Source: an optimization exercise on an open RTL-to-GDS flow (aim: a short achievable clock period and few clock cycles). Production flows keep margins and buffers that such runs may drop. The RTL was checked by simulation tests, not by an equivalence proof against the original design. Power is estimated from default activity; no workload was simulated.

// image_thresholder
module image_thresholder (
    input  wire        clk,
    input  wire        rst,           
    input  wire        cmd_valid,
    output wire        cmd_ready,
    input  wire [31:0] cmd_data,
    input  wire [7:0]  rd_idx,
    output reg  [31:0] rd_data,
    output wire        out_valid,
    input  wire        out_ready,
    output wire [7:0]  out_data,
    output wire        out_last
);
    localparam BUF_BYTES = 256;
    localparam NAME_MAX  = 16;
    localparam [2:0] S_IDLE  = 3'd0;
    localparam [2:0] S_LOAD  = 3'd1;
    localparam [2:0] S_EMIT  = 3'd2;
    localparam [2:0] S_DONE  = 3'd3;
    localparam [2:0] S_ERROR = 3'd4;
    localparam [3:0] ERR_DIM      = 4'd1;
    localparam [3:0] ERR_CAPACITY = 4'd2;
    localparam [3:0] ERR_OVERRUN  = 4'd3;
    localparam [3:0] ERR_UNDERRUN = 4'd4;
    localparam [3:0] ERR_SEQUENCE = 4'd5;
    localparam [3:0] ERR_OPCODE   = 4'd6;
    localparam [3:0] ERR_RESERVED = 4'd7;
    localparam [3:0] ERR_NAME     = 4'd8;
    localparam [7:0] OP_NOP    = 8'h00;
    localparam [7:0] OP_SETW   = 8'h01;
    localparam [7:0] OP_SETH   = 8'h02;
    localparam [7:0] OP_SETF   = 8'h03;
    localparam [7:0] OP_NCLR   = 8'h04;
    localparam [7:0] OP_NBYTE  = 8'h05;
    localparam [7:0] OP_START  = 8'h08;
    localparam [7:0] OP_PIXEL  = 8'h09;
    localparam [7:0] OP_THRESH = 8'h0A;
    localparam [7:0] OP_FINISH = 8'h0B;
    localparam [7:0] OP_ABORT  = 8'h0F;
    localparam [2:0] P_MARK = 3'd0;
    localparam [2:0] P_NAME = 3'd1;
    localparam [2:0] P_C1   = 3'd2;
    localparam [2:0] P_BL   = 3'd3;
    localparam [2:0] P_C2   = 3'd4;
    localparam [2:0] P_RS   = 3'd5;
    localparam [2:0] P_C3   = 3'd6;
    localparam [2:0] P_PAY  = 3'd7;
  ...
export LEC_CHECK = 0
export ABC_CLOCK_PERIOD_IN_PS = 100
export CAP_MARGIN = 20
export CORE_MARGIN = 2
export CORE_UTILIZATION = 40
export SLEW_MARGIN = 20
export SYNTH_HIERARCHICAL = 1
export SETUP_SLACK_MARGIN = 6.5
export TNS_END_PERCENT = 100
create_clock -name core_clock -period 12.0 [get_ports {clk}]
standard.sh (not shown) runs the stock make flow with config.mk's settings and CLKGATE_MAP_FILE= SYNTH_SCRIPT=/design/flow/synth_recipe.tcl, a recipe that flattens the netlist after the stock synthesis.
==> flow/flow/run.sh <==
#!/bin/bash
set -e
MARGIN=6.5
{
  echo "export SETUP_SLACK_MARGIN = $MARGIN"
  echo "export TNS_END_PERCENT = 100"
} >> config.mk
bash standard.sh > standard.log 2>&1
Testbench counts at the start, summed over its fixed seeds: cycles 107,009.
==> next run, changes <==
--- a/flow/config.mk
+++ b/flow/config.mk
@@ -10,3 +10,3 @@
 export CORE_MARGIN = 2
-export CORE_UTILIZATION = 40
+export CORE_UTILIZATION = 55
 export SLEW_MARGIN = 20
=>
- die area shrinks by a quarter to a third
- routed wire length drops slightly
- setup slack gets better by 0.020 ns
- final cell count goes down by roughly a tenth
- first-iteration DRC count goes down by roughly a tenth
- critical path depth came out higher by 1
- register-to-register slack is better by 0.22 ns

---

Another version of the RTL of image_thresholder (not shown whole).
For scale: ~2800 flip-flops, roughly 87 I/O pins, roughly 110000 um2 of cells after synthesis.
export LEC_CHECK = 0
export ABC_CLOCK_PERIOD_IN_PS = 100
export CAP_MARGIN = 20
export CORE_MARGIN = 2
export CORE_UTILIZATION = 40
export SLEW_MARGIN = 20
export SYNTH_HIERARCHICAL = 1
export SETUP_SLACK_MARGIN = 6.5
export TNS_END_PERCENT = 100
create_clock -name core_clock -period 12.0 [get_ports {clk}]
Scripts as last shown in full above: flow/flow/run.sh
The first run passed the timing, design-rule and antenna checks.
Testbench counts at the start, summed over its fixed seeds: cycles 107,009.
==> next run, changes <==
--- a/flow/config.mk
+++ b/flow/config.mk
@@ -10,3 +10,3 @@
 export CORE_MARGIN = 2
-export CORE_UTILIZATION = 40
+export CORE_UTILIZATION = 60
 export SLEW_MARGIN = 20
What happened: Clock skew went down by 0.030 ns. Area after synthesis is unchanged. Final cell count goes down by about 12%. Cell area went down by about 2%. Routed wire length fell by 3.1%. Total power shrinks by 3.4%. Maximum frequency fell by 0.41%.

---

Another version of the RTL of image_thresholder (not shown whole).
For scale: roughly 87 I/O pins, about 110000 um2 of cells after synthesis.
Settings: LEC_CHECK=0, ABC_CLOCK_PERIOD_IN_PS=100, CAP_MARGIN=20, CORE_MARGIN=2, CORE_UTILIZATION=40, SLEW_MARGIN=20, SYNTH_HIERARCHICAL=1, SETUP_SLACK_MARGIN=7.5, TNS_END_PERCENT=100; clock period 12.0 ns.
==> flow/flow/run.sh <==
#!/bin/bash
set -e
MARGIN=7.5
{
  echo "export SETUP_SLACK_MARGIN = $MARGIN"
  echo "export TNS_END_PERCENT = 100"
} >> config.mk
bash standard.sh > standard.log 2>&1
The baseline completed with no timing, DRC or antenna violations.
Testbench counts at the start, summed over its fixed seeds: cycles 107,009.
Rerun with:
--- a/flow/flow/run.sh
+++ b/flow/flow/run.sh
@@ -3 +3 @@
-MARGIN=7.5
+MARGIN=6.5
SETUP_SLACK_MARGIN = 6.5   (was 7.5)
=> The new run ran to the end with no violations; setup slack gets better by 0.033 ns; via count shrinks slightly; design area is lower slightly.

---

image_thresholder, a different RTL version from the one above (not shown whole).
For scale: ~6200 cells after synthesis, about 87 I/O pins, about 0.11 mm2 of cells after synthesis.
==> flow/config.mk <==
export PLATFORM = sky130hd
export DESIGN_NAME = image_thresholder
export DESIGN_NICKNAME = image_thresholder
export VERILOG_FILES = /design/flow/design.v
export SDC_FILE = /design/flow/constraint.sdc
export NUM_CORES = 4
export LEC_CHECK = 0
export CAP_MARGIN = 20
export CORE_MARGIN = 2
export CORE_UTILIZATION = 40
export SETUP_SLACK_MARGIN = 5
export SLEW_MARGIN = 20
export TNS_END_PERCENT = 100
==> flow/constraint.sdc <==
create_clock -name core_clock -period 12.0 [get_ports {clk}]
set_input_delay 2.4000 -clock core_clock [delete_from_list [all_inputs] [get_ports {clk}]]
set_output_delay 2.4000 -clock core_clock [all_outputs]
set_load 0.01 [all_outputs]
run.sh (not shown) runs the stock make flow with config.mk's settings and CLKGATE_MAP_FILE= SYNTH_SCRIPT=/design/flow/synth_recipe.tcl, a recipe that flattens the netlist after the stock synthesis.
Stock flow here: none of the scripts above is used.
The first run produced a clean layout.
Testbench counts at the start, summed over its fixed seeds: cycles 107,009.
Change:
==> flow/flow/run.sh (new file) <==
#!/bin/bash
set -e
MARGIN=6.5
{
  echo "export SETUP_SLACK_MARGIN = $MARGIN"
  echo "export TNS_END_PERCENT = 100"
} >> config.mk
bash standard.sh > standard.log 2>&1
==> flow/standard.sh (new file) <==
#!/bin/bash
# synth_recipe.tcl (not shown) runs the flow's synth.tcl, then flattens the netlist and writes it again
# the make line also repeats each setting of config.mk as NAME=value (left out here)
make -C /OpenROAD-flow-scripts/flow DESIGN_CONFIG=/design/flow/config.mk WORK_HOME=/design/flow/orfs CLKGATE_MAP_FILE= SYNTH_SCRIPT=/design/flow/synth_recipe.tcl "${@:-finish}"
Settings changed: SETUP_SLACK_MARGIN 5 to 6.5.
removed: flow/run.sh
- hold slack gains 0.0059 ns
- sequential cell count is unchanged
- die area does not change
- area after synthesis is unchanged
- power rose slightly
- sequential share of layout area fell by 0.32 points
- routed wire length rose slightly
- clock skew stays flat

[separate check: timing with driven ports]
Ports are ideal in the flow. The routed layouts listed here were re-timed in OpenROAD. Step 1: set_driving_cell puts a clkbuf_16 on clk and a buf_2 on each other input, an assumption about the parent block. Step 2 times the ports against the registers' clock, not the clock port: input delays grow and output delays shrink by t, the midpoint of the rising clock arrivals with the driver on. Three values: no drivers, after step 1, after step 2; two values: the first two.
run | t, ns | setup slack, ns | latest minus earliest clock arrival (ns)
the first run of note 1 | 0.962 | 5.975 / 5.852 / 5.646 | 0.096 / 0.096
the second run of note 1 | 0.978 | 5.995 / 5.904 / 5.904 | 0.058 / 0.059
the first run of note 2 | 0.927 | 5.442 / 5.393 / 5.393 | 0.080 / 0.080
the second run of note 2 | 0.985 | 5.415 / 5.375 / 5.375 | 0.056 / 0.056
the first run of note 3 | 0.910 | 5.676 / 5.608 / 5.608 | 0.092 / 0.092
the second run of note 3 | 0.914 | 5.709 / 5.637 / 5.637 | 0.091 / 0.090
the first run of note 4 | 0.931 | 5.065 / 5.047 / 4.600 | 0.090 / 0.090
the second run of note 4 | 0.920 | 5.123 / 5.088 / 5.088 | 0.091 / 0.091
After both steps setup and hold are still met in every run listed. The setup slack of the first run of note 4, which loses most, moves by -0.018 ns with the drivers and by -0.465 ns with both steps.
